From an optimization exercise on the open Yosys and OpenROAD flow, aimed at small area, a short achievable clock period and few clock cycles per item; shortcuts taken in it are not production practice. Function was checked by simulation only, so behaviour that the tests miss may differ from the original. Power figures rest on the tool's default switching activity, not on a simulated workload.

==> flow/design.v <==
module slrb_rx (
    input             clk,
    input             rst,
    input             cfg_valid,
    input      [14:0] cfg_word,
    input      [7:0]  cfg_ikey,
    input      [7:0]  cfg_ckey,
    input      [3:0]  cfg_init_sn,
    input      [31:0] cfg_init_hfn,
    output     [1:0]  life,
    input             pdu_valid,
    output            pdu_ready,
    input      [31:0] pdu_sdu_id,
    input      [3:0]  pdu_sn,
    input      [3:0]  pdu_len,
    input      [63:0] pdu_payload,
    input             pdu_corrupted,
    input      [31:0] pdu_count_in,
    input      [1:0]  pdu_verified_in,
    output            rsp_valid,
    output reg        rsp_accept,
    output reg [1:0]  rsp_verified,
    output reg [3:0]  rsp_status,
    output reg [31:0] rsp_count,
    output reg [4:0]  rsp_ndrain,
    output reg        dlv_valid,
    output reg [31:0] dlv_sdu_id,
    output reg [31:0] dlv_count,
    output reg [3:0]  dlv_len,
    output reg [63:0] dlv_body,
    output reg [15:0] st_delivered,
    output reg [15:0] st_integ,
    output reg [15:0] st_dup,
    output     [4:0]  st_buffered
);
    localparam VER_NA    = 2'd0;
    localparam VER_TRUE  = 2'd1;
    localparam VER_FALSE = 2'd2;
    localparam S_BUFFERED  = 4'd5;
    localparam S_DELIVERED = 4'd6;
    localparam S_D_CORRUPT = 4'd7;
    localparam S_D_SHORT   = 4'd10;
    localparam S_D_INTEG   = 4'd11;
    localparam S_D_DUP     = 4'd12;
    localparam RC_FAR = 2'd0;
    localparam RC_M1  = 2'd1;
    localparam RC_Z   = 2'd2;
    localparam RC_P1  = 2'd3;
    integer i;
    reg [1:0] life_r;
    reg       c_ien;
    reg       c_cen;
    reg [1:0] c_s;        
    reg [7:0] c_ikey;
    reg [7:0] c_kb;       
    reg [5:0] c_bsum;     
    reg [4:0] c_bxor;     
    assign life = life_r;
    wire [4:0]  cfg_snbits   = cfg_word[12:8];
    wire [3:0]  cfg_max_sn   = (4'd1 << cfg_snbits[2:0]) - 4'd1;
    wire [31:0] cfg_hfn_mask = 32'hFFFFFFFF >> cfg_snbits[2:0];
    wire cfg_ok = (!cfg_word[6] || cfg_word[13]) &&
                  (!cfg_word[7] || cfg_word[14]) &&
                  (cfg_snbits >= 5'd1) && (cfg_snbits <= 5'd4) &&
                  (cfg_init_sn <= cfg_max_sn) &&
                  ((cfg_init_hfn & ~cfg_hfn_mask) == 32'd0);
    wire cfg_take = cfg_valid && (life_r == 2'd0);
    reg [3:0]  max_sn;
    reg [3:0]  win;
    reg [4:0]  one_s;     
    always @(*) begin
        case (c_s)
            2'd0: begin max_sn = 4'd1;  win = 4'd1; one_s = 5'd2;  end
            2'd1: begin max_sn = 4'd3;  win = 4'd2; one_s = 5'd4;  end
            2'd2: begin max_sn = 4'd7;  win = 4'd4; one_s = 5'd8;  end
            default: begin max_sn = 4'd15; win = 4'd8; one_s = 5'd16; end
        endcase
    end
    reg [3:0]  ne_sn;
    reg        ld_valid;
    reg [31:0] hs;        
    reg [1:0]  ini;       
    reg [7:0]  kb_m, kb_z, kb_p;    
    reg [7:0]  bs_m, bs_z, bs_p;    
    reg [7:0]  bx_m, bx_z, bx_p;    
    reg [15:0] rb_valid;
    reg [31:0] rb_sdu  [0:15];
    reg [1:0]  rb_off  [0:15];
    reg [3:0]  rb_len  [0:15];
    reg [63:0] rb_body [0:15];
    reg [4:0]  nbuf;
    reg        nm_r;      
    reg        wb;
    reg [3:0]  wb_slot;
    reg [1:0]  wb_off;
    reg [3:0]  rc_sn [0:15];
    reg [1:0]  rc_st [0:15];
    reg [3:0]  rc_wp;
    reg        p_valid;
    reg [31:0] p_sdu;       
    reg [3:0]  p_sn;
    reg [3:0]  p_len;
    reg [63:0] p_payload;   
    reg        p_corrupted;
    reg        p_up;        
    reg        p_dn;        
    reg        p_ino;       
    reg [7:0]  p_ksb;       
    reg        dr;          
    reg        rsp_v;
    assign rsp_valid   = rsp_v;
    assign st_buffered = nbuf;
    assign pdu_ready = (life_r == 2'd1) && (ini == 2'd0) &&
                       !(nm_r && (dr || (p_valid && p_ino)));
    wire take = pdu_valid && pdu_ready;
    wire [31:0] hs_p1 = hs + {27'd0, one_s};
    wire [31:0] hs_m1 = hs - {27'd0, one_s};
    wire [31:0] hs_p2 = hs_p1 + {27'd0, one_s};
    wire [31:0] hs_m2 = hs_m1 - {27'd0, one_s};
    wire        hs_zero = (hs == 32'd0);
    wire        hs_p1_zero = (hs_p1 == 32'd0);
    reg  [31:0] f_in;
    always @(*) begin
        case (ini)
            2'd3:    f_in = hs_m1;
            2'd2:    f_in = hs;
            2'd1:    f_in = hs_p1;
            default: f_in = hs_p2;
        endcase
    end
    wire [7:0] f_kb = c_kb + f_in[7:0];
    wire [7:0] f_bs = f_in[31:24] + f_in[23:16] + f_in[15:8] + f_in[7:0] + {2'b00, c_bsum};
    wire [7:0] f_bx = f_in[31:24] ^ f_in[23:16] ^ f_in[15:8] ^ f_in[7:0] ^ {3'b000, c_bxor};
    wire [3:0] ne_m1 = (ne_sn - 4'd1) & max_sn;
    wire [3:0] ne_p1 = (ne_sn + 4'd1) & max_sn;
    wire [3:0] ne_p2 = (ne_sn + 4'd2) & max_sn;
    wire       inc_a = (ne_sn == 4'd0) && ld_valid;    
    function [1:0] rclass;
        input [3:0] sn;
        input [3:0] rf;
        input [3:0] w;
        input       hz;
        reg         lt;
        reg  [3:0]  d;
        reg         gt;
        begin
            lt = sn < rf;
            d  = lt ? (rf - sn) : (sn - rf);
            gt = d > w;
            rclass = {lt && gt, !lt && gt && !hz};
        end
    endfunction
    wire [1:0] cl_n = rclass(pdu_sn, ld_valid ? ne_m1 : ne_sn, win, hs_zero);
    wire [1:0] cl_a = rclass(pdu_sn, ne_sn, win, inc_a ? hs_p1_zero : hs_zero);
    wire [7:0] q_m = kb_m + {4'd0, pdu_sn};
    wire [7:0] q_z = kb_z + {4'd0, pdu_sn};
    wire [7:0] q_p = kb_p + {4'd0, pdu_sn};
    wire [7:0] q_f = f_kb + {4'd0, pdu_sn};
    wire [7:0] ksb_n = cl_n[1] ? q_p : cl_n[0] ? q_m : q_z;
    wire [7:0] ksb_a = inc_a ? (cl_a[1] ? q_f : cl_a[0] ? q_z : q_p)
                             : (cl_a[1] ? q_p : cl_a[0] ? q_m : q_z);
    wire       ino_n = (pdu_sn == ne_sn);
    wire       ino_a = (pdu_sn == ne_p1);
    wire        c_up = p_up;
    wire        c_dn = p_dn;
    wire [31:0] hs_sel    = c_up ? hs_p1 : c_dn ? hs_m1 : hs;
    wire [31:0] rec_count = hs_sel | {28'd0, p_sn};
    wire [1:0]  c_st      = c_up ? RC_P1 : c_dn ? RC_M1 : RC_Z;
    wire [7:0]  bs        = c_up ? bs_p : c_dn ? bs_m : bs_z;
    wire [7:0]  bx        = c_up ? bx_p : c_dn ? bx_m : bx_z;
    wire [4:0] ksb_hi  = p_ksb[7:3];
    wire [4:0] ksb_hi1 = p_ksb[7:3] + 5'd1;
    reg  [3:0] ks_lo;
    reg  [63:0] data;
    always @(*) begin
        for (i = 0; i < 8; i = i + 1) begin
            ks_lo = {1'b0, p_ksb[2:0]} + i[3:0];
            data[8*i +: 8] = p_payload[8*i +: 8] ^
                             (c_cen ? {(ks_lo[3] ? ksb_hi1 : ksb_hi), ks_lo[2:0]} : 8'd0);
        end
    end
    wire       too_short = (p_len < 4'd4);
    wire [3:0] tag_pos   = p_len - 4'd4;
    wire [3:0] body_len  = c_ien ? tag_pos : p_len;
    reg [63:0] body;
    reg [7:0]  t0, t1, t2, t3;
    always @(*) begin
        for (i = 0; i < 8; i = i + 1)
            body[8*i +: 8] = (i < body_len) ? data[8*i +: 8] : 8'd0;
        t0 = data[8*tag_pos[2:0] +: 8];
        t1 = data[8*(tag_pos[2:0] + 3'd1) +: 8];
        t2 = data[8*(tag_pos[2:0] + 3'd2) +: 8];
        t3 = data[8*(tag_pos[2:0] + 3'd3) +: 8];
    end
    wire [7:0] o_sn = {4'd0, p_sn};
    wire [7:0] ms  = bs + o_sn;
    wire [7:0] s1a = ms ^ body[7:0] ^ body[15:8];
    wire [7:0] c1a = {(ms[6:0] & body[6:0]) | (ms[6:0] & body[14:8]) | (body[6:0] & body[14:8]), 1'b0};
    wire [7:0] s2a = s1a ^ c1a ^ body[23:16];
    wire [7:0] c2a = {(s1a[6:0] & c1a[6:0]) | (s1a[6:0] & body[22:16]) | (c1a[6:0] & body[22:16]), 1'b0};
    wire [7:0] sx  = s2a ^ c2a ^ body[31:24];
    wire [7:0] sy  = {(s2a[6:0] & c2a[6:0]) | (s2a[6:0] & body[30:24]) | (c2a[6:0] & body[30:24]), 1'b0};
    wire [7:0] need_c = sx ^ sy ^ t1;
    wire [7:0] gen_c  = {(sx[6:0] & sy[6:0]) | ((sx[6:0] ^ sy[6:0]) & ~t1[6:0]), 1'b0};
    wire       sum_ok = (need_c == gen_c);
    wire [7:0] msg_xor = bx ^ o_sn ^ body[7:0] ^ body[15:8] ^ body[23:16] ^ body[31:24];
    wire [7:0] msg_len = 8'd6 + {4'd0, body_len};
    wire       tag_ok  = (t0 == c_ikey) && sum_ok && (t2 == msg_len) && (t3 == msg_xor);
    reg dup_hit;
    always @(*) begin
        dup_hit = 1'b0;
        for (i = 0; i < 16; i = i + 1)
            if (rc_st[i] != RC_FAR && rc_st[i] == c_st && rc_sn[i] == p_sn)
                dup_hit = 1'b1;
    end
    wire integ_fail = c_ien && (too_short || !tag_ok);
    wire accept     = !p_corrupted && !integ_fail && !dup_hit;
    wire dlv_now    = p_valid && accept && p_ino;
    wire store_now  = p_valid && accept && !p_ino;
    wire adv     = dlv_now || dr;
    wire hfn_inc = adv && (ne_sn == 4'd0) && ld_valid;
    wire nm_adv  = (c_s != 2'd0) && rb_valid[ne_p2];
    wire nm_stay = rb_valid[ne_p1] || (store_now && p_sn == ne_p1);
    wire [1:0]  d_off = rb_off[ne_sn];
    reg  [31:0] d_hs;
    always @(*) begin
        case (d_off)
            2'd0:    d_hs = hs;
            2'd1:    d_hs = hs_p1;
            2'd2:    d_hs = hs_m2;
            default: d_hs = hs_m1;
        endcase
    end
    always @(posedge clk) begin
        p_sdu       <= pdu_corrupted ? pdu_count_in : pdu_sdu_id;
        p_sn        <= pdu_sn;
        p_len       <= pdu_len;
        p_payload   <= pdu_corrupted ? {62'd0, pdu_verified_in} : pdu_payload;
        p_corrupted <= pdu_corrupted;
        p_up        <= adv ? cl_a[1] : cl_n[1];
        p_dn        <= adv ? cl_a[0] : cl_n[0];
        p_ino       <= adv ? ino_a : ino_n;
        p_ksb       <= adv ? ksb_a : ksb_n;
        if (wb) begin
            rb_sdu[wb_slot]  <= dlv_sdu_id;
            rb_len[wb_slot]  <= dlv_len;
            rb_body[wb_slot] <= dlv_body;
        end
        wb_slot <= p_sn;
        wb_off  <= c_st - 2'd2;       
        for (i = 0; i < 16; i = i + 1) begin
            if (wb && wb_slot == i[3:0])
                rb_off[i] <= wb_off - {1'b0, hfn_inc};
            else if (hfn_inc)
                rb_off[i] <= rb_off[i] - 2'd1;
        end
        for (i = 0; i < 16; i = i + 1) begin
            if (p_valid && accept && rc_wp == i[3:0]) begin
                rc_sn[i] <= p_sn;
                rc_st[i] <= hfn_inc ? c_st - 2'd1 : c_st;
            end else if (hfn_inc && rc_st[i] != RC_FAR) begin
                rc_st[i] <= rc_st[i] - 2'd1;
            end
        end
        if (p_valid) begin
            dlv_sdu_id <= p_sdu;
            dlv_count  <= rec_count;
            dlv_len    <= body_len;
            dlv_body   <= body;
        end else begin
            dlv_sdu_id <= rb_sdu[ne_sn];
            dlv_count  <= d_hs | {28'd0, ne_sn};
            dlv_len    <= rb_len[ne_sn];
            dlv_body   <= rb_body[ne_sn];
        end
        if (p_valid) begin
            rsp_ndrain <= {4'd0, dlv_now};
            if (p_corrupted) begin
                rsp_accept   <= 1'b0;
                rsp_verified <= p_payload[1:0];
                rsp_status   <= S_D_CORRUPT;
                rsp_count    <= p_sdu;
            end else begin
                rsp_count <= rec_count;
                if (integ_fail) begin
                    rsp_accept   <= 1'b0;
                    rsp_verified <= VER_FALSE;
                    rsp_status   <= too_short ? S_D_SHORT : S_D_INTEG;
                end else begin
                    rsp_accept   <= !dup_hit;
                    rsp_verified <= c_ien ? VER_TRUE : VER_NA;
                    rsp_status   <= dup_hit ? S_D_DUP : p_ino ? S_DELIVERED : S_BUFFERED;
                end
            end
        end else if (dr) begin
            rsp_ndrain <= rsp_ndrain + 5'd1;
        end
        if (ini == 2'd3) begin
            kb_m <= f_kb; bs_m <= f_bs; bx_m <= f_bx;
        end
        if (ini == 2'd2) begin
            kb_z <= f_kb; bs_z <= f_bs; bx_z <= f_bx;
        end
        if (ini == 2'd1) begin
            kb_p <= f_kb; bs_p <= f_bs; bx_p <= f_bx;
        end
        if (hfn_inc) begin
            kb_m <= kb_z; bs_m <= bs_z; bx_m <= bx_z;
            kb_z <= kb_p; bs_z <= bs_p; bx_z <= bx_p;
            kb_p <= f_kb; bs_p <= f_bs; bx_p <= f_bx;
        end
        if (rst) begin
            life_r       <= 2'd0;
            p_valid      <= 1'b0;
            dr           <= 1'b0;
            rsp_v        <= 1'b0;
            dlv_valid    <= 1'b0;
            rb_valid     <= 16'd0;
            nbuf         <= 5'd0;
            nm_r         <= 1'b0;
            wb           <= 1'b0;
            rc_wp        <= 4'd0;
            st_delivered <= 16'd0;
            st_integ     <= 16'd0;
            st_dup       <= 16'd0;
            ne_sn        <= 4'd0;
            ld_valid     <= 1'b0;
            hs           <= 32'd0;
            ini          <= 2'd0;
            for (i = 0; i < 16; i = i + 1)
                rc_st[i] <= RC_FAR;
        end else begin
            if (cfg_take) begin
                life_r   <= cfg_ok ? 2'd1 : 2'd2;
                begin
                    c_ien    <= cfg_word[6];
                    c_cen    <= cfg_word[7];
                    c_s      <= cfg_snbits[1:0] - 2'd1;
                    c_ikey   <= cfg_ikey;
                    c_kb     <= cfg_ckey + {cfg_word[4:0], 3'b000} + {cfg_word[5], 6'd0};
                    c_bsum   <= {1'b0, cfg_word[4:0]} + {5'd0, cfg_word[5]};
                    c_bxor   <= cfg_word[4:0] ^ {4'd0, cfg_word[5]};
                    ne_sn    <= cfg_init_sn;
                    ld_valid <= 1'b0;
                    hs       <= cfg_init_hfn << cfg_snbits[2:0];
                    ini      <= 2'd3;
                end
            end else if (ini != 2'd0) begin
                ini <= ini - 2'd1;
            end
            p_valid   <= take;
            dlv_valid <= adv;
            wb        <= store_now;
            rsp_v     <= (p_valid && !(dlv_now && nm_r)) || (dr && !nm_r);
            dr        <= dr ? nm_r : (dlv_now && nm_r);
            nm_r      <= adv ? nm_adv : nm_stay;
            if (store_now)
                rb_valid[p_sn] <= 1'b1;
            if (dr)
                rb_valid[ne_sn] <= 1'b0;
            if (store_now && !rb_valid[p_sn])
                nbuf <= nbuf + 5'd1;
            else if (dr)
                nbuf <= nbuf - 5'd1;
            if (p_valid && accept)
                rc_wp <= rc_wp + 4'd1;
            if (adv) begin
                ld_valid     <= 1'b1;
                ne_sn        <= ne_p1;
                st_delivered <= st_delivered + 16'd1;
            end
            if (hfn_inc)
                hs <= hs_p1;
            if (p_valid && !p_corrupted && integ_fail)
                st_integ <= st_integ + 16'd1;
            if (p_valid && !p_corrupted && !integ_fail && dup_hit)
                st_dup <= st_dup + 16'd1;
        end
    end
endmodule
==> flow/run.sh <==
#!/bin/bash
# synth_recipe.tcl (not shown) runs the flow's synth.tcl, then flattens the netlist and writes it again
# the make line also repeats each setting of config.mk as NAME=value (left out here)
make -C /OpenROAD-flow-scripts/flow DESIGN_CONFIG=/design/flow/config.mk WORK_HOME=/design/flow/orfs CLKGATE_MAP_FILE= SYNTH_SCRIPT=/design/flow/synth_recipe.tcl finish
==> flow/config.mk <==
export PLATFORM = sky130hd
export DESIGN_NAME = slrb_rx
export DESIGN_NICKNAME = slrb_rx
export VERILOG_FILES = /design/flow/design.v
export SDC_FILE = /design/flow/constraint.sdc
export NUM_CORES = 4
export LEC_CHECK = 0
export CAP_MARGIN = 20
export CORE_MARGIN = 2
export CORE_UTILIZATION = 40
export SLEW_MARGIN = 20
==> flow/constraint.sdc <==
create_clock -name core_clock -period 22.0 [get_ports {clk}]
set_input_delay 4.4000 -clock core_clock [delete_from_list [all_inputs] [get_ports {clk}]]
set_output_delay 4.4000 -clock core_clock [all_outputs]
set_load 0.01 [all_outputs]
==> results.yml, run 1 <==
run_status:
  run_status: "complete, no violations"
synth:
  synth_area_mm2: 0.104
  synth_xor_area_share_pct: 4.10
  yosys_register_bits: 2252
  ys_warn_count: 4
  syn_nets: 7576
  avgSynthCellArea_um2: 14.5
  synthSimpleGateAreaFrac_pct: 7.57
  synth.area.mux_share_pct: 13.9
  syn_inst: 7157
  synth_ff_type: "edfxtp_1"
  synth_async_sr_flop_share_pct: 0
  synthAdderAreaFrac_pct: 2.97
  synth_top_family_by_area: "multiplexers"
  ys_types: 119
  synth-seq-area-share_pct: 61.2
  synth-edff-count: 1838
  synth_compound_area_share_pct: 7.74
worst_setup_path:
  cp_top_family: "adder cells"
  crit_path_frequent_cell: "fa_1"
  critical_path.max_fanout: 88
  crit_buf_inv: 5
  crit_slowest_cell: "dfxtp_1"
  max_stage_delay_ns: 0.79
  r2r_start: "p_ksb[1]$_DFF_P_"
  cp_data_required_time_ns: 22.74
  cp.arrival_ns: 10.52
  path_class: "flop to flop"
  critPathLaunch: "p_ksb[1]$_DFF_P_"
  worstSetupEndpointType: "flop"
  cp-start-kind: "flop"
sta:
  setup_viol: 0
  fin_crit_ns: 9.79
  fin_crit_sh_pct: 44.5
  rsz0062_at_grt: "no"
  tightest_slew_ns: 1.21
  fin_worst_skew_ns: 0.131
  max_freq_mhz: 102
  hold_viol: 0
  drv_slew: 0
  slew_headroom_pct: 18.9
  fin_setup_tns_ns: 0
clocking:
  clock-sinks: 2252
  cts_tree: "yes"
  cts_inserted_buffers: 229
  cts_buffer_depth: 3
  hold_buffers: 0
  post-cts-setup-buffers: 0
  cts-root-buf: "clkbuf_16"
  clk_latency_ns: 0.95
  cts_resized: 0
  clk_pin_slew_worst_paths_ns: 0.06
  htreeDepth: 4
global_route:
  busiest_layer: "met2"
  antenna_found_initial: 27
  grtUsageTotal_pct: 24.3
  gr-usage-met3_pct: 4.27
  grt_max_degree: 130
  grt_pass1_vias: 65400
  use_met1_pct: 33.2
  overflow: 0
  grtUsageMet2_pct: 39.0
  grt_first_pass_wirelength_um: 469000
floorplanning:
  pin_count: 444
  core.rowCount: 187
  dieArea_mm2: 0.264
  die_w_um: 513
  dieHeight_um: 513
  start_util_pct: 40.1
  core_area_mm2: 0.259
flow_run:
  maxCapViolations: 0
detailed_routing:
  wl_um: 327000
  via_count: 66300
  drtIter0Drc: 7496
  routed_via_density: 5.95
  routedWlPerCell_um: 29.4
  drc_errors: 0
  ant_nets: 0
  dr.pass1.iters: 8
place:
  gp_routability_congestion: 0.936
  place_hpwl_um: 206000
  io_buffers: 443
pwr:
  ir_worst_vdd_mv: 0.121
  power.leakage_nw: 39.2
  power_w: 0.0120
  power.density_mw_per_mm2: 99.9
final_layout:
  fin_util_pct: 46.3
  drive_above_1_share_pct: 16.3
  syn_to_final_growth_pct: 15.5
  layout.nets: 7950
hold_path:
  hold_path_startpoint: "p_sdu[22]$_DFF_P_"
  hold_path.class: "flop to flop"
cell usage after synthesis (all sizes together) (20+ instances only):
master | number | area [µm²]
edfxtp | 1838 | 55200
nand2 | 550 | 2080
mux4 | 529 | 11900
dfxtp | 414 | 8290
xnor2 | 325 | 2850
o21ai | 299 | 1500
clkbuf | 291 | 1090
nor2 | 288 | 1080
a21oi | 271 | 1370
inv | 213 | 800
buf | 158 | 752
ha | 148 | 1850
xor2 | 143 | 1260
mux2i | 135 | 1360
nor2b | 120 | 751
nand3 | 119 | 601
nor3 | 110 | 561
a211oi | 105 | 881
mux2 | 104 | 1170
nor4 | 65 | 428
o211ai | 64 | 480
a21o | 63 | 473
fa | 61 | 1220
and2 | 47 | 294
nand4 | 47 | 322
and3 | 43 | 269
or3 | 43 | 269
a31oi | 41 | 272
nand2b | 39 | 251
o22ai | 29 | 181
o21a | 23 | 173
a221oi | 22 | 193
o2111ai | 22 | 193
o311ai | 22 | 200
o31ai | 22 | 165
or2 | 22 | 138
o32ai | 20 | 175
worst reg2reg max path: cells and delay by family (launching register included):
family / cells / cell delay [ns]
AND/OR/NAND/NOR: 7 / 2.51
multiplexers: 1 / 0.24
AO/OA/AOI/OAI: 6 / 1.29
flip-flops: 1 / 0.79
adder cells (fa/ha/maj): 5 / 2.71
XOR/XNOR: 2 / 0.63
buffers and inverters: 5 / 1.51
state kept, by name, indices dropped and copies added, names as in the netlist, 32 cells and up, named ones only:
signal / flops
rc_sn: 64
p_sdu: 32
dlv_body: 64
rb_len: 64
p_payload: 64
rb_body: 1024
dlv_sdu_id: 32
dlv_count: 32
rb_off: 32
hs: 32
rb_sdu: 512
rsp_count: 32
rc_st: 32
where the power goes:
| part | switching (W) | internal [W] | leakage, nW | total (W) |
|---|---|---|---|---|
| sequential | 0.000202 | 0.00487 | 20.0 | 0.00507 |
| combinational | 0.00175 | 0.00122 | 15.4 | 0.00297 |
| clock | 0.00172 | 0.00222 | 3.72 | 0.00394 |
worst paths after layout:
| path | endpoint | depth (start not counted) | slack [ns] |
|---|---|---|---|
| max | hs[5]$_SDFFE_PP0P_ | 26 | 12.21 |
| min | dlv_sdu_id[22]$_DFF_P_ | 2 | 0.45 |
| max reg2reg | hs[5]$_SDFFE_PP0P_ | 26 | 12.21 |
| min reg2reg | dlv_sdu_id[22]$_DFF_P_ | 2 | 0.45 |
final cells by class:
| class | count | area, µm² |
|---|---|---|
| multi-input cells | 4239 | 37800 |
| clock buffers | 327 | 6440 |
| flip-flops and latches | 2252 | 63500 |
| clock inverters | 111 | 1280 |
| diodes | 12 | 30.0 |
| inverters | 217 | 850 |
| well taps | 3402 | 4260 |
| fillers | 22500 | 139000 |
| repair buffers | 592 | 5660 |
layout by cell type, fill, tap and decap left out, types with 134 or more instances in the layout:
master	synthesis	final
edfxtp_1	1838	1838
nand2_1	547	545
mux4_2	529	529
clkdlybuf4s50_1	0	439
dfxtp_1	414	399
xnor2_1	324	323
o21ai_0	292	289
nor2_1	287	274
a21oi_1	268	267
clkbuf_16	0	232
inv_1	210	204
ha_1	148	147
xor2_1	142	142
buf_4	10	142
mux2i_1	134	134
stage by stage:
stage               worst slack (ns)  instances  hold slack [ns]  cell area [µm²]
detailed placement             12.28      10700            0.439           112000
global route                   11.88      11100            0.478           120000
global placement               12.39      10700            0.447           112000
finish                         12.21      11200            0.452           120000
CTS                            12.43      11100            0.453           120000
floorplan                      13.32       7157            0.413           104000
layer usage:
| metal | vias to the layer above | wire [µm] |
|---|---|---|
| met5 | - | 103 |
| met4 | 14 | 12700 |
| met3 | 569 | 24700 |
| met2 | 2877 | 154000 |
| met1 | 34500 | 136000 |
| li1 | 28400 | - |
logic make-up after synthesis:
logic type | Yosys count
AO/OA/AOI/OAI | 1199
adder cells (fa/ha/maj) | 210
buffers and inverters | 666
AND/OR/NAND/NOR | 1588
XOR/XNOR | 474
flip-flops | 2252
multiplexers | 768
Testbench counts, summed over its fixed seeds: cycles 4,364, items 3,583.
==> run 2, diff against run 1 <==
--- a/flow/design.v
+++ b/flow/design.v
@@ -81,4 +81,7 @@
     reg [31:0] hs;        
     reg [1:0]  ini;       
+    reg        inc_d;     
+    reg [7:0]  fq_kb, fq_bs, fq_bx;   
+    reg        fqv;       
     reg [7:0]  kb_m, kb_z, kb_p;    
     reg [7:0]  bs_m, bs_z, bs_p;    
@@ -107,9 +110,13 @@
     reg        p_ino;       
     reg [7:0]  p_ksb;       
+    reg [4:0]  p_kshi1;     
+    reg [7:0]  p_ms;        
+    reg [7:0]  p_mx;        
+    reg [3:0]  p_tm;        
     reg        dr;          
     reg        rsp_v;
     assign rsp_valid   = rsp_v;
     assign st_buffered = nbuf;
-    assign pdu_ready = (life_r == 2'd1) && (ini == 2'd0) &&
+    assign pdu_ready = (life_r == 2'd1) && (ini == 2'd0) && fqv &&
                        !(nm_r && (dr || (p_valid && p_ino)));
     wire take = pdu_valid && pdu_ready;
@@ -151,24 +158,45 @@
         end
     endfunction
-    wire [1:0] cl_n = rclass(pdu_sn, ld_valid ? ne_m1 : ne_sn, win, hs_zero);
-    wire [1:0] cl_a = rclass(pdu_sn, ne_sn, win, inc_a ? hs_p1_zero : hs_zero);
-    wire [7:0] q_m = kb_m + {4'd0, pdu_sn};
-    wire [7:0] q_z = kb_z + {4'd0, pdu_sn};
-    wire [7:0] q_p = kb_p + {4'd0, pdu_sn};
-    wire [7:0] q_f = f_kb + {4'd0, pdu_sn};
-    wire [7:0] ksb_n = cl_n[1] ? q_p : cl_n[0] ? q_m : q_z;
-    wire [7:0] ksb_a = inc_a ? (cl_a[1] ? q_f : cl_a[0] ? q_z : q_p)
-                             : (cl_a[1] ? q_p : cl_a[0] ? q_m : q_z);
+    wire       hz_e = inc_d ? hs_p1_zero : hs_zero;
+    wire [1:0] cl_n = rclass(pdu_sn, ld_valid ? ne_m1 : ne_sn, win, hz_e);
+    wire [1:0] cl_a = rclass(pdu_sn, ne_sn, win, inc_a ? hs_p1_zero : hz_e);
+    wire [7:0] kb_A = inc_d ? kb_z : kb_m;
+    wire [7:0] kb_B = inc_d ? kb_p : kb_z;
+    wire [7:0] kb_C = inc_d ? fq_kb : kb_p;
+    wire [7:0] bs_A = inc_d ? bs_z : bs_m;
+    wire [7:0] bs_B = inc_d ? bs_p : bs_z;
+    wire [7:0] bs_C = inc_d ? fq_bs : bs_p;
+    wire [7:0] bx_A = inc_d ? bx_z : bx_m;
+    wire [7:0] bx_B = inc_d ? bx_p : bx_z;
+    wire [7:0] bx_C = inc_d ? fq_bx : bx_p;
+    function [28:0] cand;
+        input [7:0] kb, bs, bx;
+        input [3:0] sn;
+        reg   [7:0] k;
+        begin
+            k    = kb + {4'd0, sn};
+            cand = {k[7:3] + 5'd1, k, bs + {4'd0, sn}, bx ^ {4'd0, sn}};
+        end
+    endfunction
+    wire [28:0] q_A = cand(kb_A, bs_A, bx_A, pdu_sn);
+    wire [28:0] q_B = cand(kb_B, bs_B, bx_B, pdu_sn);
+    wire [28:0] q_C = cand(kb_C, bs_C, bx_C, pdu_sn);
+    wire [28:0] q_D = cand(fq_kb, fq_bs, fq_bx, pdu_sn);
+    wire [28:0] q_n = cl_n[1] ? q_C : cl_n[0] ? q_A : q_B;
+    wire [28:0] q_a = inc_a ? (cl_a[1] ? q_D : cl_a[0] ? q_B : q_C)
+                            : (cl_a[1] ? q_C : cl_a[0] ? q_A : q_B);
+    wire [3:0]  tm_in = pdu_len - 4'd4;
+    wire [3:0]  tm = {c_ien && tm_in > 4'd3 && tm_in < 4'd8, c_ien && tm_in > 4'd2 && tm_in < 4'd8,
+                      c_ien && tm_in > 4'd1 && tm_in < 4'd8, c_ien && tm_in > 4'd0 && tm_in < 4'd8};
     wire       ino_n = (pdu_sn == ne_sn);
     wire       ino_a = (pdu_sn == ne_p1);
     wire        c_up = p_up;
     wire        c_dn = p_dn;
-    wire [31:0] hs_sel    = c_up ? hs_p1 : c_dn ? hs_m1 : hs;
+    wire [31:0] hs_sel    = inc_d ? (c_up ? hs_p2 : c_dn ? hs : hs_p1)
+                                  : (c_up ? hs_p1 : c_dn ? hs_m1 : hs);
     wire [31:0] rec_count = hs_sel | {28'd0, p_sn};
     wire [1:0]  c_st      = c_up ? RC_P1 : c_dn ? RC_M1 : RC_Z;
-    wire [7:0]  bs        = c_up ? bs_p : c_dn ? bs_m : bs_z;
-    wire [7:0]  bx        = c_up ? bx_p : c_dn ? bx_m : bx_z;
     wire [4:0] ksb_hi  = p_ksb[7:3];
-    wire [4:0] ksb_hi1 = p_ksb[7:3] + 5'd1;
+    wire [4:0] ksb_hi1 = p_kshi1;
     reg  [3:0] ks_lo;
     reg  [63:0] data;
@@ -193,16 +221,21 @@
         t3 = data[8*(tag_pos[2:0] + 3'd3) +: 8];
     end
-    wire [7:0] o_sn = {4'd0, p_sn};
-    wire [7:0] ms  = bs + o_sn;
-    wire [7:0] s1a = ms ^ body[7:0] ^ body[15:8];
-    wire [7:0] c1a = {(ms[6:0] & body[6:0]) | (ms[6:0] & body[14:8]) | (body[6:0] & body[14:8]), 1'b0};
-    wire [7:0] s2a = s1a ^ c1a ^ body[23:16];
-    wire [7:0] c2a = {(s1a[6:0] & c1a[6:0]) | (s1a[6:0] & body[22:16]) | (c1a[6:0] & body[22:16]), 1'b0};
-    wire [7:0] sx  = s2a ^ c2a ^ body[31:24];
-    wire [7:0] sy  = {(s2a[6:0] & c2a[6:0]) | (s2a[6:0] & body[30:24]) | (c2a[6:0] & body[30:24]), 1'b0};
-    wire [7:0] need_c = sx ^ sy ^ t1;
-    wire [7:0] gen_c  = {(sx[6:0] & sy[6:0]) | ((sx[6:0] ^ sy[6:0]) & ~t1[6:0]), 1'b0};
+    wire [7:0] b0 = data[7:0]   & {8{p_tm[0]}};
+    wire [7:0] b1 = data[15:8]  & {8{p_tm[1]}};
+    wire [7:0] b2 = data[23:16] & {8{p_tm[2]}};
+    wire [7:0] b3 = data[31:24] & {8{p_tm[3]}};
+    wire [7:0] nt1 = ~t1;
+    wire [7:0] s1a = b0 ^ b1 ^ b2;
+    wire [7:0] c1a = {(b0[6:0] & b1[6:0]) | (b0[6:0] & b2[6:0]) | (b1[6:0] & b2[6:0]), 1'b0};
+    wire [7:0] s1b = p_ms ^ b3 ^ nt1;
+    wire [7:0] c1b = {(p_ms[6:0] & b3[6:0]) | (p_ms[6:0] & nt1[6:0]) | (b3[6:0] & nt1[6:0]), 1'b1};
+    wire [7:0] s2a = s1a ^ c1a ^ s1b;
+    wire [7:0] c2a = {(s1a[6:0] & c1a[6:0]) | (s1a[6:0] & s1b[6:0]) | (c1a[6:0] & s1b[6:0]), 1'b0};
+    wire [7:0] sx  = s2a ^ c2a ^ c1b;
+    wire [7:0] sy  = {(s2a[6:0] & c2a[6:0]) | (s2a[6:0] & c1b[6:0]) | (c2a[6:0] & c1b[6:0]), 1'b0};
+    wire [7:0] need_c = sx ^ sy;
+    wire [7:0] gen_c  = {sx[6:0] | sy[6:0], 1'b0};
     wire       sum_ok = (need_c == gen_c);
-    wire [7:0] msg_xor = bx ^ o_sn ^ body[7:0] ^ body[15:8] ^ body[23:16] ^ body[31:24];
+    wire [7:0] msg_xor = p_mx ^ b0 ^ b1 ^ b2 ^ b3;
     wire [7:0] msg_len = 8'd6 + {4'd0, body_len};
     wire       tag_ok  = (t0 == c_ikey) && sum_ok && (t2 == msg_len) && (t3 == msg_xor);
@@ -211,9 +244,12 @@
         dup_hit = 1'b0;
         for (i = 0; i < 16; i = i + 1)
-            if (rc_st[i] != RC_FAR && rc_st[i] == c_st && rc_sn[i] == p_sn)
+            if (rc_st[i] != RC_FAR && rc_st[i] == (inc_d ? c_st + 2'd1 : c_st) &&
+                !(inc_d && c_st == RC_P1) && rc_sn[i] == p_sn)
                 dup_hit = 1'b1;
     end
     wire integ_fail = c_ien && (too_short || !tag_ok);
-    wire accept     = !p_corrupted && !integ_fail && !dup_hit;
+    wire acc_pre    = !p_corrupted && !dup_hit &&
+                      (!c_ien || (!too_short && (t0 == c_ikey) && (t2 == msg_len) && (t3 == msg_xor)));
+    wire accept     = acc_pre && (!c_ien || sum_ok);
     wire dlv_now    = p_valid && accept && p_ino;
     wire store_now  = p_valid && accept && !p_ino;
@@ -241,5 +277,6 @@
         p_dn        <= adv ? cl_a[0] : cl_n[0];
         p_ino       <= adv ? ino_a : ino_n;
-        p_ksb       <= adv ? ksb_a : ksb_n;
+        {p_kshi1, p_ksb, p_ms, p_mx} <= adv ? q_a : q_n;
+        p_tm        <= tm;
         if (wb) begin
             rb_sdu[wb_slot]  <= dlv_sdu_id;
@@ -251,6 +288,6 @@
         for (i = 0; i < 16; i = i + 1) begin
             if (wb && wb_slot == i[3:0])
-                rb_off[i] <= wb_off - {1'b0, hfn_inc};
-            else if (hfn_inc)
+                rb_off[i] <= wb_off;
+            else if (inc_d)
                 rb_off[i] <= rb_off[i] - 2'd1;
         end
@@ -258,6 +295,6 @@
             if (p_valid && accept && rc_wp == i[3:0]) begin
                 rc_sn[i] <= p_sn;
-                rc_st[i] <= hfn_inc ? c_st - 2'd1 : c_st;
-            end else if (hfn_inc && rc_st[i] != RC_FAR) begin
+                rc_st[i] <= c_st;
+            end else if (inc_d && rc_st[i] != RC_FAR) begin
                 rc_st[i] <= rc_st[i] - 2'd1;
             end
@@ -305,9 +342,10 @@
             kb_p <= f_kb; bs_p <= f_bs; bx_p <= f_bx;
         end
-        if (hfn_inc) begin
+        if (inc_d) begin
             kb_m <= kb_z; bs_m <= bs_z; bx_m <= bx_z;
             kb_z <= kb_p; bs_z <= bs_p; bx_z <= bx_p;
-            kb_p <= f_kb; bs_p <= f_bs; bx_p <= f_bx;
+            kb_p <= fq_kb; bs_p <= fq_bs; bx_p <= fq_bx;
         end
+        fq_kb <= f_kb; fq_bs <= f_bs; fq_bx <= f_bx;
         if (rst) begin
             life_r       <= 2'd0;
@@ -328,4 +366,6 @@
             hs           <= 32'd0;
             ini          <= 2'd0;
+            inc_d        <= 1'b0;
+            fqv          <= 1'b0;
             for (i = 0; i < 16; i = i + 1)
                 rc_st[i] <= RC_FAR;
@@ -370,5 +410,7 @@
                 st_delivered <= st_delivered + 16'd1;
             end
-            if (hfn_inc)
+            inc_d <= hfn_inc;
+            fqv   <= (ini == 2'd0) && !cfg_take;
+            if (inc_d)
                 hs <= hs_p1;
             if (p_valid && !p_corrupted && integ_fail)
==> flow/flow/run.sh (new file) <==
#!/bin/bash
set -euo pipefail
cd "$(dirname "$0")/.."
export SETUP_SLACK_MARGIN=15
bash standard.sh > flow_standard.log 2>&1
==> flow/standard.sh (new file) <==
#!/bin/bash
# synth_recipe.tcl (not shown) runs the flow's synth.tcl, then flattens the netlist and writes it again
# the make line also repeats each setting of config.mk as NAME=value (left out here)
make -C /OpenROAD-flow-scripts/flow DESIGN_CONFIG=/design/flow/config.mk WORK_HOME=/design/flow/orfs CLKGATE_MAP_FILE= SYNTH_SCRIPT=/design/flow/synth_recipe.tcl "${@:-finish}"
--- a/flow/config.mk
+++ b/flow/config.mk
@@ -8,4 +8,6 @@
 export CAP_MARGIN = 20
 export CORE_MARGIN = 2
-export CORE_UTILIZATION = 40
+export CORE_UTILIZATION = 65
+export CTS_CLUSTER_DIAMETER = 70
+export CTS_CLUSTER_SIZE = 28
 export SLEW_MARGIN = 20
removed: flow/run.sh
==> run 2 against run 1 <==
Effect of this change: still clean on timing, DRC and antenna; clock-buffer cell count down 140; core utilization rose by 27 points; area after synthesis is 4.6% higher; clock skew fell by 0.079 ns; critical path depth fell by 3; setup slack gained 2.2 ns; critical path type is now input pin to flop.
==> results.yml, run 2 <==
detailed_routing:
  routedWlPerCell_um: 33.6
  met1_length_um: 127000
  drc_errors: 0
  via_count: 73900
  drtIter0Drc: 10500
  routed_via_density: 6.99
  ant_nets: 0
  dr.pass1.iters: 9
  dr_wl_met3_um: 41500
  wl_um: 355000
  met2_length_um: 162000
  top_layer_used: "met5"
global_route:
  grt_max_degree: 145
  antenna_found_initial: 35
  grt_pass1_vias: 71100
  grtUsageTotal_pct: 41.3
  overflow: 0
  grt_first_pass_wirelength_um: 501000
worst_setup_path:
  cp_num_cells: 23
  cp_top_family: "compound AO/OA/AOI/OAI gates"
  r2r-end: "nbuf[4]$_SDFFE_PP0P_"
  crit_slowest_cell: "mux2_4"
  max_stage_delay_ns: 0.35
  r2r_cells: 24
  crit_buf_inv: 6
  timing.critical_path.cells: "buf_16 > clkinv_8 > ha_4 > inv_4 > fa_2 > a21o_1 > a21oi_4 > mux2_4 > ha_4 > nor2b_4 > o21ai_2 > nand2b_1 > a21oi_1 > a41o_1 > a211oi_4 > a21boi_4 > buf_12 > buf_16 > buf_6 > mux2i_1 > mux2i_1 > a221oi_1 > a21o_1"
  cp.arrival_ns: 8.37
  critPathLaunch: "pdu_sn[0]"
  r2r_start: "c_cen$_DFFE_PP_"
  cp_data_required_time_ns: 22.76
  reg2reg_slack_ns: 15.01
  path_class: "input pin to flop"
  critPathCapture: "p_mx[5]$_DFF_P_"
  cp-start-kind: "input pin"
  critical_path.max_fanout: 6
  worstSetupEndpointType: "flop"
final_layout:
  regMostFlops: "rb_body"
  largest_reg_flops: 1024
  layout.nets: 8684
  instances_no_fill: 10600
  final_area_mm2: 0.122
  layout_commonest_cell: "edfxtp_1"
  final_cell_mix: "1838 x edfxtp_1, 651 x nand2_1, 533 x mux4_2, 442 x dfxtp_1, 435 x clkdlybuf4s50_1"
  reg_top3: "rb_body (1024), rb_sdu (512)"
  syn_to_final_growth_pct: 12.6
  drive_above_1_share_pct: 16.9
synth:
  ys_types: 108
  synth_async_sr_flop_share_pct: 0
  avgSynthCellArea_um2: 13.8
  synth_area_leaders: "edfxtp_1 51%, mux4_2 11%, dfxtp_1 8.6%"
  synth_top_area_share_pct: 50.8
  synthTopCellsByCount: "1838 x edfxtp_1, 662 x nand2_1, 533 x mux4_2"
  synth-seq-area-share_pct: 59.4
  synth.most_common_cell: "edfxtp_1"
  synth_ff_type: "edfxtp_1"
  yosys_register_bits: 2303
  synth_top_area_cell: "edfxtp_1"
  synth-edff-count: 1838
  syn_nets: 8327
  synth_area_mm2: 0.109
  syn_inst: 7884
  ys_warn_count: 4
sta:
  slew_headroom_pct: 12.7
  drv_slew: 0
  setup_viol: 0
  hold_viol: 0
  max_freq_mhz: 131
  fin_crit_ns: 7.61
  tightest_slew_ns: 1.31
  fin_setup_tns_ns: 0
  holdWs_ns: 0.483
  rsz0062_at_grt: "yes"
  fin_worst_skew_ns: 0.0525
  fin_crit_sh_pct: 34.6
flow_run:
  maxCapViolations: 0
clocking:
  cts_buffer_depth: 3
  htreeDepth: 4
  cts_tree: "yes"
  clock-sinks: 2303
  clk_pin_slew_worst_paths_ns: 0.07
  hold_buffers: 0
  clk_latency_ns: 0.85
  cts_inserted_buffers: 130
  cts-root-buf: "clkbuf_16"
pwr:
  power.density_mw_per_mm2: 94.7
  power_w: 0.0116
  ir_worst_vdd_mv: 0.109
  power.leakage_nw: 41.1
place:
  placed_area_mm2: 0.115
  io_buffers: 443
  place_hpwl_um: 220000
  gp_routability_congestion: 1.06
  post-place-cells: 10200
floorplanning:
  core.rowCount: 150
  pin_count: 444
  dieHeight_um: 413
  start_util_pct: 65.2
  die_w_um: 413
  dieArea_mm2: 0.170
  core_area_mm2: 0.166
hold_path:
  hold_path.class: "flop to flop"
run_status:
  run_status: "complete, no violations"
[run 2: cell count changes after synthesis, moves of 38 or more]
cell      previous run  this run
a21oi_1            268       370
clkbuf_1           291       341
dfxtp_1            414       465
inv_1              210       256
mux2i_1            134       212
nand2_1            547       662
nand2b_1            38        93
nor2_1             287       356
o21ai_0            292       374
xor2_1             142       180
[run 2: per-stage QoR]
stage / worst slack (ns) / util (%)
floorplan: 14.00 / -
global placement: 11.78 / 69.3
detailed placement: 11.63 / 69.3
CTS: 14.40 / 72.9
global route: 14.32 / 73.4
finish: 14.39 / 73.5
[run 2: cell families after synthesis]
logic type / Yosys count / share of synthesized area, %
AOI/OAI and AO/OA: 1351 / 7.89
muxes: 839 / 14.0
and+or+nand+nor: 1855 / 8.31
buffers and inverters: 772 / 2.78
xor gates and xnor gates: 531 / 4.52
adders and majority gates: 233 / 3.13
DFF: 2303 / 59.4
[run 2: repair_timing]
action | 4_1_cts | 5_1_grt
pin swaps | 51 | 72
setup buffers | 75 | 41
setup endpoints to repair | 251 | 150
hold endpoints to repair | 0 | 0
cloned | 10 | 2
resized for setup | 179 | 137
[run 2: worst min path at each step]
stage / start / endpoint / slack, ns / cells after the start
after floorplan: p_sdu[12]$_DFF_P_ / dlv_sdu_id[12]$_DFF_P_ / 0.41 / 2
after global routing: p_sdu[26]$_DFF_P_ / dlv_sdu_id[26]$_DFF_P_ / 0.49 / 2
after global placement: p_sdu[27]$_DFF_P_ / dlv_sdu_id[27]$_DFF_P_ / 0.45 / 2
after CTS: p_sdu[27]$_DFF_P_ / dlv_sdu_id[27]$_DFF_P_ / 0.48 / 2
after detailed placement: p_sdu[27]$_DFF_P_ / dlv_sdu_id[27]$_DFF_P_ / 0.46 / 2
final: st_delivered[15]$_SDFFE_PP0N_ / st_delivered[15]$_SDFFE_PP0N_ / 0.48 / 2
[run 2: area by class of cell]
type,count,area (µm²)
flip-flops and latches,2303,64600
fillers,10400,44200
multi-input cells,4811,42300
repair buffers,725,7200
clock buffers,187,3710
well taps,2204,2760
inverters,270,1090
clock inverters,52,644
diodes,10,25.0
[run 2: worst reg2reg max path: stages (launching register included)]
cell,delay (ns)
edfxtp_1,0.39
buf_8,0.25
inv_4,0.16
buf_8,0.22
or3_1,0.44
and2_1,0.27
mux4_2,0.52
o21ai_4,0.23
fa_1,0.45
fa_1,0.56
fa_1,0.43
ha_1,0.31
xor2_1,0.21
nand3_1,0.17
nor4_4,0.29
and3_4,0.25
nand3_4,0.15
a21oi_4,0.25
inv_2,0.09
fa_2,0.36
a21o_1,0.17
a21oi_2,0.15
nand2_1,0.09
or4_1,0.40
o211ai_1,0.10
[run 2: report_power, final]
part           switching (W)  internal (W)  leakage, nW
Combinational        0.00209       0.00142         18.6
Sequential          0.000309       0.00502         20.4
Clock                0.00150       0.00125         2.09
Total                0.00390       0.00769         41.1
[run 2: metal layers]
metal  up-vias  global-route usage, %
li1      30600                      -
met1     37100                   54.9
met2      5139                   63.0
met3      1018                   9.93
met4        12                   23.6
met5         -                      0
Testbench counts of run 2, summed over its fixed seeds: cycles 4,372, items 3,583.
==> run 3, diff against run 2 <==
==> flow/run.sh (new file) <==
#!/bin/bash
# synth_recipe.tcl (not shown) runs the flow's synth.tcl, then flattens the netlist and writes it again
# the make line also repeats each setting of config.mk as NAME=value (left out here)
make -C /OpenROAD-flow-scripts/flow DESIGN_CONFIG=/design/flow/config.mk WORK_HOME=/design/flow/orfs CLKGATE_MAP_FILE= SYNTH_SCRIPT=/design/flow/synth_recipe.tcl finish
removed: flow/flow/run.sh
removed: flow/standard.sh
==> run 3 against run 2 <==
Effect of this change: critical endpoint is now p_ksb[3]$_DFF_P_; sequential power is essentially flat; synthesized cell count is the same; clock skew shrank 0.013 ns; largest power group unchanged; still clean on timing, DRC and antenna; setup slack lost 2.6 ns; critical path type unchanged; critical path depth shrank 2; highest routed layer unchanged; largest cell class unchanged.
==> results.yml, run 3 <==
run_status:
  run_status: "complete, no violations"
worst_setup_path:
  cp.arrival_ns: 10.90
  cp_top_family: "compound AO/OA/AOI/OAI gates"
  path_class: "input pin to flop"
  r2r_start: "p_ksb[2]$_DFF_P_"
  crit_slowest_cell: "clkdlybuf4s50_1"
  reg2reg_slack_ns: 13.14
  r2r-end: "nbuf[4]$_SDFFE_PP0P_"
  crit_path_frequent_cell: "a21oi_1"
  r2r_cells: 31
  worstSetupEndpointType: "flop"
  cp-start-kind: "input pin"
  critical_path.max_fanout: 54
  crit_buf_inv: 4
  timing.critical_path.cells: "clkdlybuf4s50_1 > inv_1 > ha_1 > inv_1 > fa_1 > a21o_1 > a21oi_1 > mux2_2 > ha_1 > nor2b_1 > o21ai_0 > nand2b_1 > a21oi_1 > a41o_1 > a211oi_1 > a21boi_4 > buf_4 > mux2i_1 > a21oi_1 > or2_2 > mux2_2"
  max_stage_delay_ns: 0.85
  cp_data_required_time_ns: 22.70
clocking:
  htreeDepth: 3
  clk_latency_ns: 0.84
  cts_inserted_buffers: 116
  clock-sinks: 2303
  cts_tree: "yes"
  post-cts-setup-buffers: 0
  cts_resized: 0
  clk_pin_slew_worst_paths_ns: 0.09
  cts-root-buf: "clkbuf_16"
  hold_buffers: 0
  cts_buffer_depth: 3
hold_path:
  holdPathEnd: "st_integ[15]$_SDFFE_PP0P_"
  holdPathStages: 2
  hold_path.class: "flop to flop"
  hold_path_startpoint: "st_integ[15]$_SDFFE_PP0P_"
synth:
  syn_inst: 7884
  synthTopCellsByCount: "1838 x edfxtp_1, 662 x nand2_1, 533 x mux4_2"
  synth_ff_type: "edfxtp_1"
  ys_warn_count: 4
  yosys_register_bits: 2303
  synth_async_sr_flop_share_pct: 0
  synth-edff-count: 1838
  synth_area_mm2: 0.109
  synth_top_area_cell: "edfxtp_1"
  synth_top_area_share_pct: 50.8
  ys_types: 108
  synthSimpleGateAreaFrac_pct: 8.31
  synth.most_common_cell: "edfxtp_1"
  avgSynthCellArea_um2: 13.8
  synth_area_leaders: "edfxtp_1 51%, mux4_2 11%, dfxtp_1 8.6%"
  synth_xor_area_share_pct: 4.52
  synth_compound_area_share_pct: 7.89
  syn_nets: 8327
  synth_top_family_by_area: "multiplexers"
  synth.area.mux_share_pct: 14.0
  synthAdderAreaFrac_pct: 3.13
  synth-seq-area-share_pct: 59.4
final_layout:
  drive_above_1_share_pct: 13.4
  layout.nets: 8550
  regMostFlops: "rb_body"
  syn_to_final_growth_pct: 9.97
  final_cell_mix: "1838 x edfxtp_1, 661 x nand2_1, 533 x mux4_2, 449 x dfxtp_1, 440 x clkdlybuf4s50_1"
  largest_reg_flops: 1024
  layout_commonest_cell: "edfxtp_1"
  reg_top3: "rb_body (1024), rb_sdu (512)"
detailed_routing:
  ant_nets: 0
  via_count: 73200
  dr.pass1.iters: 8
  drc_errors: 0
  drtIter0Drc: 10500
  routedWlPerCell_um: 33.5
  routed_via_density: 7.03
  wl_um: 349000
sta:
  max_freq_mhz: 98.0
  setup_viol: 0
  slew_headroom_pct: 22.2
  setup_ws_ns: 11.80
  drv_slew: 0
  fin_crit_ns: 10.20
  fin_worst_skew_ns: 0.0393
  tightest_slew_ns: 1.16
  rsz0062_at_grt: "no"
  fin_crit_sh_pct: 46.4
  hold_viol: 0
  fin_setup_tns_ns: 0
place:
  gp_routability_congestion: 1.02
  pre_cts_slack_ns: 11.03
  place_hpwl_um: 224000
  io_buffers: 443
global_route:
  overflow: 0
  antenna_found_initial: 28
  grt_pass1_vias: 70400
  grt_max_degree: 161
  grt_first_pass_wirelength_um: 496000
  grtUsageTotal_pct: 40.8
flow_run:
  maxCapViolations: 0
pwr:
  power.density_mw_per_mm2: 91.6
  power.leakage_nw: 39.9
  ir_worst_vdd_mv: 0.103
floorplanning:
  die_w_um: 413
  dieArea_mm2: 0.170
  pin_count: 444
  dieHeight_um: 413
  start_util_pct: 65.2
  core.rowCount: 150
  core_area_mm2: 0.166
## run 3: kinds of logic (layout without fill, tap and decap cells)
kind of cell / count (synthesis) / in the layout
DFF: 2303 / 2303
and+or+nand+nor: 1855 / 1855
AOI/OAI and AO/OA: 1351 / 1351
muxes: 839 / 839
buffers and inverters: 772 / 1094
xor gates and xnor gates: 531 / 531
adders and majority gates: 233 / 233
other: 0 / 14
## run 3: worst max path at each step
stage	cells after the start	endpoint	from
floorplan	3	rb_off[0][0]$_DFFE_PP_	wb$_SDFF_PP0_
global placement	21	p_ksb[3]$_DFF_P_	pdu_sn[0]
global route	21	p_ksb[3]$_DFF_P_	pdu_sn[0]
finish	21	p_ksb[3]$_DFF_P_	pdu_sn[0]
CTS	21	p_ksb[3]$_DFF_P_	pdu_sn[0]
detailed placement	21	p_ksb[3]$_DFF_P_	pdu_sn[0]
## run 3: per-layer routing
| layer | vias to the layer above | share of wire, % | track usage (%) |
|---|---|---|---|
| met5 | - | 0.043 | 0 |
| met2 | 5339 | 46 | 63.1 |
| li1 | 30300 | - | - |
| met1 | 36600 | 35 | 54.0 |
| met4 | 22 | 6.5 | 22.3 |
| met3 | 995 | 12 | 9.41 |
## run 3: cell type report
cell class	instances	area, µm²
Antenna cell	14	35.0
Clock buffer	160	3230
Clock inverter	57	852
Fill cell	10700	47000
Inverter	270	1050
Multi-Input combinational cell	4809	41200
Sequential cell	2303	64500
Tap cell	2204	2760
Timing Repair Buffer	607	5730
## run 3: tightest hold or removal path: stages (launching register included)
cell	delay [ns]
dfxtp_1	0.33
o21ai_0	0.07
a21oi_1	0.06
## run 3: metrics by stage
step / instances / hold WS [ns] / util (%) / power [W] / area [µm²]
2_1_floorplan: 7884 / 0.412 / - / 0.00726 / 109000
3_3_place_gp: 10200 / 0.465 / 69.3 / 0.00826 / 115000
3_5_place_dp: 10200 / 0.481 / 69.3 / 0.00832 / 115000
4_1_cts: 10400 / 0.493 / 71.7 / 0.0109 / 119000
5_1_grt: 10400 / 0.525 / 71.7 / 0.0113 / 119000
6_report: 10400 / 0.496 / 71.7 / 0.0109 / 119000
## run 3: power by group
| group | leakage, nW | internal [W] | switching, W |
|---|---|---|---|
| Combinational | 17.5 | 0.00119 | 0.00180 |
| Sequential | 20.4 | 0.00502 | 0.000308 |
| Clock | 1.96 | 0.00111 | 0.00151 |
==> run 4, diff against run 3 <==
--- a/flow/design.v
+++ b/flow/design.v
@@ -143,22 +143,17 @@
     wire [3:0] ne_p2 = (ne_sn + 4'd2) & max_sn;
     wire       inc_a = (ne_sn == 4'd0) && ld_valid;    
-    function [1:0] rclass;
-        input [3:0] sn;
+    function [8:0] rlims;
         input [3:0] rf;
         input [3:0] w;
-        input       hz;
-        reg         lt;
-        reg  [3:0]  d;
-        reg         gt;
         begin
-            lt = sn < rf;
-            d  = lt ? (rf - sn) : (sn - rf);
-            gt = d > w;
-            rclass = {lt && gt, !lt && gt && !hz};
+            rlims = {(rf > w) ? (rf - w) : 4'd0, {1'b0, rf} + {1'b0, w} + 5'd1};
         end
     endfunction
     wire       hz_e = inc_d ? hs_p1_zero : hs_zero;
-    wire [1:0] cl_n = rclass(pdu_sn, ld_valid ? ne_m1 : ne_sn, win, hz_e);
-    wire [1:0] cl_a = rclass(pdu_sn, ne_sn, win, inc_a ? hs_p1_zero : hz_e);
+    wire [8:0] lim_n = rlims(ld_valid ? ne_m1 : ne_sn, win);
+    wire [8:0] lim_a = rlims(ne_sn, win);
+    wire [1:0] cl_n = {pdu_sn < lim_n[8:5], ({1'b0, pdu_sn} >= lim_n[4:0]) && !hz_e};
+    wire [1:0] cl_a = {pdu_sn < lim_a[8:5],
+                       ({1'b0, pdu_sn} >= lim_a[4:0]) && !(inc_a ? hs_p1_zero : hz_e)};
     wire [7:0] kb_A = inc_d ? kb_z : kb_m;
     wire [7:0] kb_B = inc_d ? kb_p : kb_z;
@@ -258,4 +253,6 @@
     wire nm_adv  = (c_s != 2'd0) && rb_valid[ne_p2];
     wire nm_stay = rb_valid[ne_p1] || (store_now && p_sn == ne_p1);
+    wire [4:0] nbuf_p1 = nbuf ^ {&nbuf[3:0], &nbuf[2:0], &nbuf[1:0], nbuf[0], 1'b1};
+    wire [4:0] nbuf_m1 = nbuf ^ {~|nbuf[3:0], ~|nbuf[2:0], ~|nbuf[1:0], ~nbuf[0], 1'b1};
     wire [1:0]  d_off = rb_off[ne_sn];
     reg  [31:0] d_hs;
@@ -400,7 +397,7 @@
                 rb_valid[ne_sn] <= 1'b0;
             if (store_now && !rb_valid[p_sn])
-                nbuf <= nbuf + 5'd1;
+                nbuf <= nbuf_p1;
             else if (dr)
-                nbuf <= nbuf - 5'd1;
+                nbuf <= nbuf_m1;
             if (p_valid && accept)
                 rc_wp <= rc_wp + 4'd1;
==> flow/flow/run.sh (new file) <==
#!/bin/bash
set -euo pipefail
cd "$(dirname "$0")/.."
export SETUP_SLACK_MARGIN=15.5
bash standard.sh > flow_standard.log 2>&1
==> flow/standard.sh (new file) <==
#!/bin/bash
# synth_recipe.tcl (not shown) runs the flow's synth.tcl, then flattens the netlist and writes it again
# the make line also repeats each setting of config.mk as NAME=value (left out here)
make -C /OpenROAD-flow-scripts/flow DESIGN_CONFIG=/design/flow/config.mk WORK_HOME=/design/flow/orfs CLKGATE_MAP_FILE= SYNTH_SCRIPT=/design/flow/synth_recipe.tcl "${@:-finish}"
removed: flow/run.sh
==> run 4 against run 3 <==
Effect of this change: still clean; first-iteration DRC count increased by 4.4%; power increased by 2.7%; non-clock buffer count increased by 211; largest cell class unchanged.
==> results.yml, run 4 <==
run_status:
  run_status: "complete, no violations"
worst_setup_path:
  cp-start-kind: "flop"
  cp.arrival_ns: 7.67
  crit_slowest_cell: "fa_1"
  cp_data_required_time_ns: 22.74
  max_stage_delay_ns: 0.53
  worstSetupEndpointType: "flop"
  critical_path.max_fanout: 6
  path_class: "flop to flop"
  crit_path_frequent_cell: "buf_12"
final_layout:
  reg_top3: "rb_body (1024), rb_sdu (512)"
  layout_commonest_cell: "edfxtp_1"
  drive_above_1_share_pct: 21.0
  final_cell_mix: "1838 x edfxtp_1, 537 x mux4_2, 518 x nand2_1, 402 x clkdlybuf4s50_1, 358 x nor2_1"
  syn_to_final_growth_pct: 14.2
  largest_reg_flops: 1024
  layout.nets: 8636
  regMostFlops: "rb_body"
synth:
  synth_area_mm2: 0.109
  synth_ff_type: "edfxtp_1"
  synth_async_sr_flop_share_pct: 0
  synth-seq-area-share_pct: 59.4
  ys_types: 112
  synth-edff-count: 1838
  avgSynthCellArea_um2: 14.0
  yosys_register_bits: 2303
  synth.most_common_cell: "edfxtp_1"
  synth_top_area_cell: "edfxtp_1"
  ys_warn_count: 4
  synth_top_area_share_pct: 50.8
  synth_area_leaders: "edfxtp_1 51%, mux4_2 11%, dfxtp_1 8.6%"
  synthTopCellsByCount: "1838 x edfxtp_1, 537 x mux4_2, 524 x nand2_1"
  syn_nets: 8191
  syn_inst: 7744
detailed_routing:
  drc_errors: 0
  routed_via_density: 7.08
  via_count: 74300
  ant_nets: 0
  routedWlPerCell_um: 33.8
  dr.pass1.iters: 9
  wl_um: 355000
  drtIter0Drc: 11000
floorplanning:
  pin_count: 444
  start_util_pct: 65.2
  core.rowCount: 150
  dieHeight_um: 413
  dieArea_mm2: 0.170
  core_area_mm2: 0.167
  die_w_um: 413
place:
  io_buffers: 443
  place_hpwl_um: 222000
  gp_routability_congestion: 1.03
  pre_cts_slack_ns: 13.47
global_route:
  grtUsageMet2_pct: 63.9
  overflow: 0
  antenna_found_initial: 27
  grt_max_degree: 100
  use_met1_pct: 55.5
  grtUsageTotal_pct: 41.3
  grt_pass1_vias: 71400
  grt_first_pass_wirelength_um: 504000
  busiest_layer: "met2"
  gr-usage-met3_pct: 10.3
clocking:
  cts_inserted_buffers: 115
  clk_pin_slew_worst_paths_ns: 0.11
  clock-sinks: 2303
  cts_buffer_depth: 3
  hold_buffers: 0
  clk_latency_ns: 0.85
  htreeDepth: 3
  cts-root-buf: "clkbuf_16"
  cts_tree: "yes"
pwr:
  ir_worst_vdd_mv: 0.135
  power_w: 0.0112
  power.leakage_nw: 41.4
  power.density_mw_per_mm2: 90.5
sta:
  rsz0062_at_grt: "yes"
  fin_worst_skew_ns: 0.0591
  max_freq_mhz: 144
  drv_slew: 0
  setup_ws_ns: 15.07
  fin_crit_sh_pct: 31.5
  fin_crit_ns: 6.93
  fin_setup_tns_ns: 0
  hold_viol: 0
  setup_viol: 0
  slew_headroom_pct: 10.5
  tightest_slew_ns: 1.34
flow_run:
  maxCapViolations: 0
hold_path:
  hold_path.class: "flop to flop"
## run 4: critical path: cells and delay by family (launching register included)
| kind | cells | cell delay (ns) |
|---|---|---|
| XOR/XNOR | 4 | 0.60 |
| buffers and inverters | 9 | 1.27 |
| flip-flops | 1 | 0.42 |
| multiplexers | 2 | 0.35 |
| adder cells (fa/ha/maj) | 5 | 1.84 |
| AND/OR/NAND/NOR | 6 | 1.28 |
| AO/OA/AOI/OAI | 7 | 1.04 |
## run 4: area by class of cell
class | count | area (µm²)
timing repair buffer | 818 | 8140
multi-input combinational | 4701 | 43500
fill | 10100 | 42600
sequential | 2303 | 64700
tap | 2204 | 2760
clock buffer | 163 | 3090
antenna | 7 | 17.5
clock inverter | 57 | 833
inverter | 250 | 1010
## run 4: kinds of logic after synthesis
kind of cell	Yosys count	synth area share [%]
adder cells (fa/ha/maj)	238	3.17
AND/OR/NAND/NOR	1740	7.86
XOR/XNOR	539	4.59
multiplexers	840	14.0
buffers and inverters	743	2.74
AO/OA/AOI/OAI	1341	8.23
flip-flops	2303	59.4
## run 4: routing by layer
metal,up-vias,part of all wire [%]
met4,14,5.6
met1,37200,36
li1,30500,-
met2,5545,46
met5,-,0.023
met3,989,12
## run 4: metrics by stage
| step | hold WS [ns] | instances | cell area, µm² | utilization (%) |
|---|---|---|---|---|
| after floorplan | 0.412 | 7744 | 109000 | - |
| after global placement | 0.437 | 10100 | 116000 | 69.3 |
| after detailed placement | 0.464 | 10100 | 116000 | 69.3 |
| after CTS | 0.479 | 10400 | 123000 | 73.7 |
| after global routing | 0.508 | 10500 | 124000 | 74.4 |
| final | 0.482 | 10500 | 124000 | 74.4 |
## run 4: worst paths after layout
kind                          from                     end  slack [ns]  depth (start not counted)
setup / recovery  p_ksb[2]$_DFF_P_  rb_valid[1]$_SDFF_PP0_       15.07                         33
hold / removal    p_sdu[9]$_DFF_P_   dlv_sdu_id[9]$_DFF_P_        0.48                          2
setup reg to reg  p_ksb[2]$_DFF_P_  rb_valid[1]$_SDFF_PP0_       15.07                         33
hold reg to reg   p_sdu[9]$_DFF_P_   dlv_sdu_id[9]$_DFF_P_        0.48                          2
## run 4: timing repair
action                     in CTS  in global routing
gates cloned                   16                  5
gates resized for setup       479                200
pin swaps                     143                 92
setup endpoints to repair     348                245
buffers inserted              150                 43
## run 4: power by group
part           total, W  switching (W)  internal (W)  leakage (nW)
registers       0.00533       0.000318       0.00501          20.4
clock network   0.00258        0.00151       0.00106          1.87
logic           0.00333        0.00194       0.00140          19.1
Testbench counts of run 4, summed over its fixed seeds: cycles 4,372, items 3,583.
==> run 5, diff against run 4 <==
--- a/flow/config.mk
+++ b/flow/config.mk
@@ -8,6 +8,6 @@
 export CAP_MARGIN = 20
 export CORE_MARGIN = 2
-export CORE_UTILIZATION = 65
-export CTS_CLUSTER_DIAMETER = 70
-export CTS_CLUSTER_SIZE = 28
+export CORE_UTILIZATION = 50
+export CTS_CLUSTER_DIAMETER = 50
+export CTS_CLUSTER_SIZE = 20
 export SLEW_MARGIN = 20
==> run 5 against run 4 <==
Effect of this change: clock power grew 62%; critical path type unchanged; critical path depth is the same; sequential share of layout area shrank 2.2 points; clock skew grew 0.032 ns; clock-buffer cell count grew 83; maximum frequency shrank 0.70%; hold slack gained 0.016 ns; global-route usage shrank 8.9 points; largest power group unchanged; setup slack lost 0.049 ns; first-iteration DRC count shrank 25%; combinational power shrank 2%.
==> results.yml, run 5 <==
worst_setup_path:
  path_class: "flop to flop"
  crit_path_frequent_cell: "buf_6"
  cp-start-kind: "flop"
  crit_slowest_cell: "fa_1"
floorplanning:
  dieHeight_um: 470
  core_area_mm2: 0.217
  core.rowCount: 171
  pin_count: 444
clocking:
  cts-root-buf: "clkbuf_16"
  cts_inserted_buffers: 225
  clk_latency_ns: 0.92
sta:
  fin_crit_sh_pct: 31.7
  slew_headroom_pct: 13.7
  tightest_slew_ns: 1.29
  fin_worst_skew_ns: 0.0911
pwr:
  clkPwrFrac_pct: 32.8
  ir_worst_vdd_mv: 0.0933
  switching_share_pct: 32.5
  power.density_mw_per_mm2: 98.3
  intPower_w: 0.00860
final_layout:
  syn_to_final_growth_pct: 19.3
  layout.nets: 8745
  fin_util_pct: 59.9
  fillers: 16600
  regMostFlops: "rb_body"
  multi_input_area_mm2: 0.0435
  instances_no_fill: 11400
synth:
  synth_top_area_share_pct: 50.8
  synth-edff-count: 1838
  synthTopCellsByCount: "1838 x edfxtp_1, 537 x mux4_2, 524 x nand2_1"
  synth_top_area_cell: "edfxtp_1"
  synth_async_sr_flop_share_pct: 0
  avgSynthCellArea_um2: 14.0
  ys_types: 112
  yosys_register_bits: 2303
  syn_nets: 8191
detailed_routing:
  via_count: 72400
  ant_nets: 0
  drc_errors: 0
  routed_via_density: 6.36
  routedWlPerCell_um: 32.0
hold_path:
  hold_path.class: "flop to flop"
place:
  post-place-cells: 10700
  io_buffers: 443
  gp_routability_congestion: 0.976
global_route:
  grt_max_degree: 105
  grt_first_pass_wirelength_um: 518000
  overflow: 0
run_status:
  run_status: "complete, no violations"
## run 5: cell count changes in the layout (fill, tap and decap cells not counted), sizes merged, moves of 4 or more
cell	delta
clkbuf	+84
dlygate4sd2	+21
clkinv	+55
inv	+51
bufbuf	-4
diode	+7
buf	+4
dlymetal6s2s	-5
clkdlybuf4s50	-16
bufinv	+16
clkinvlp	+7
## run 5: power groups by stage
stage               Sequential (W)  Clock, W  Combinational, W
CTS                        0.00530   0.00424           0.00311
global route               0.00534   0.00440           0.00347
detailed placement         0.00539         0           0.00288
global placement           0.00539         0           0.00286
floorplan                  0.00525         0           0.00192
finish                     0.00531   0.00418           0.00325
## run 5: worst paths after layout
check / startpoint / to / slack [ns] / cells past startpoint
max reg2reg: p_ksb[2]$_DFF_P_ / p_ksb[1]$_DFF_P_ / 15.02 / 33
max: p_ksb[2]$_DFF_P_ / p_ksb[1]$_DFF_P_ / 15.02 / 33
min: st_integ[11]$_SDFFE_PP0P_ / st_integ[11]$_SDFFE_PP0P_ / 0.50 / 2
min reg2reg: st_integ[11]$_SDFFE_PP0P_ / st_integ[11]$_SDFFE_PP0P_ / 0.50 / 2
## run 5: layer usage
layer / wire length, µm / vias to the layer above / GRT usage [%]
met5: 118 / - / 0
met4: 15100 / 18 / 11.9
met3: 27600 / 675 / 5.48
met2: 169000 / 3196 / 50.6
met1: 152000 / 37500 / 45.9
li1: - / 30900 / -
## run 5: logic make-up (layout without fill, tap and decap cells)
kind of cell	Yosys count	in the layout	share of synthesized area, %
AND/OR/NAND/NOR	1740	1741	7.86
other	0	14	0
XOR/XNOR	539	539	4.59
adder cells (fa/ha/maj)	238	238	3.17
multiplexers	840	840	14.0
flip-flops	2303	2303	59.4
AO/OA/AOI/OAI	1341	1341	8.23
buffers and inverters	743	1501	2.74
## run 5: repair_timing
| action | CTS | global route |
|---|---|---|
| pin swaps | 158 | 88 |
| resized for setup | 573 | 151 |
| cloned | 22 | 4 |
| endpoints found under the setup margin | 352 | 255 |
| buffers inserted | 141 | 42 |
## run 5: cell type report
type / instances / area share [%]
antenna: 14 / 0.0270
clock buffer: 246 / 4.51
clock inverter: 186 / 1.81
inverter: 250 / 0.784
multi-input combinational: 4699 / 33.6
sequential: 2303 / 50.0
tap: 2854 / 2.76
timing repair buffer: 819 / 6.54
## run 5: per-stage QoR
stage / cell area, µm² / power, W / hold slack (ns) / worst slack, ns
3_3_place_gp: 116000 / 0.00824 / 0.468 / 13.32
6_report: 130000 / 0.0127 / 0.498 / 15.02
5_1_grt: 130000 / 0.0132 / 0.527 / 14.77
3_5_place_dp: 117000 / 0.00827 / 0.491 / 13.18
4_1_cts: 128000 / 0.0126 / 0.500 / 15.06
2_1_floorplan: 109000 / 0.00717 / 0.412 / 15.07
## run 5: critical path: cells and delay by family, from the launching register on
| kind | cells | cell delay [ns] |
|---|---|---|
| simple gates | 6 | 1.18 |
| buf+inv | 11 | 1.63 |
| compound gates | 5 | 0.93 |
| fa+ha+maj | 5 | 1.80 |
| flops | 1 | 0.35 |
| xor+xnor | 4 | 0.63 |
| mux | 2 | 0.33 |

Check on run 5: ideal ports give 15.021 ns setup slack; a clkbuf_16 on the clock port and buf_2 on the inputs give 15.021 ns; moving port delays by the midpoint clock arrival (0.970 ns) as well gives 14.336 ns.
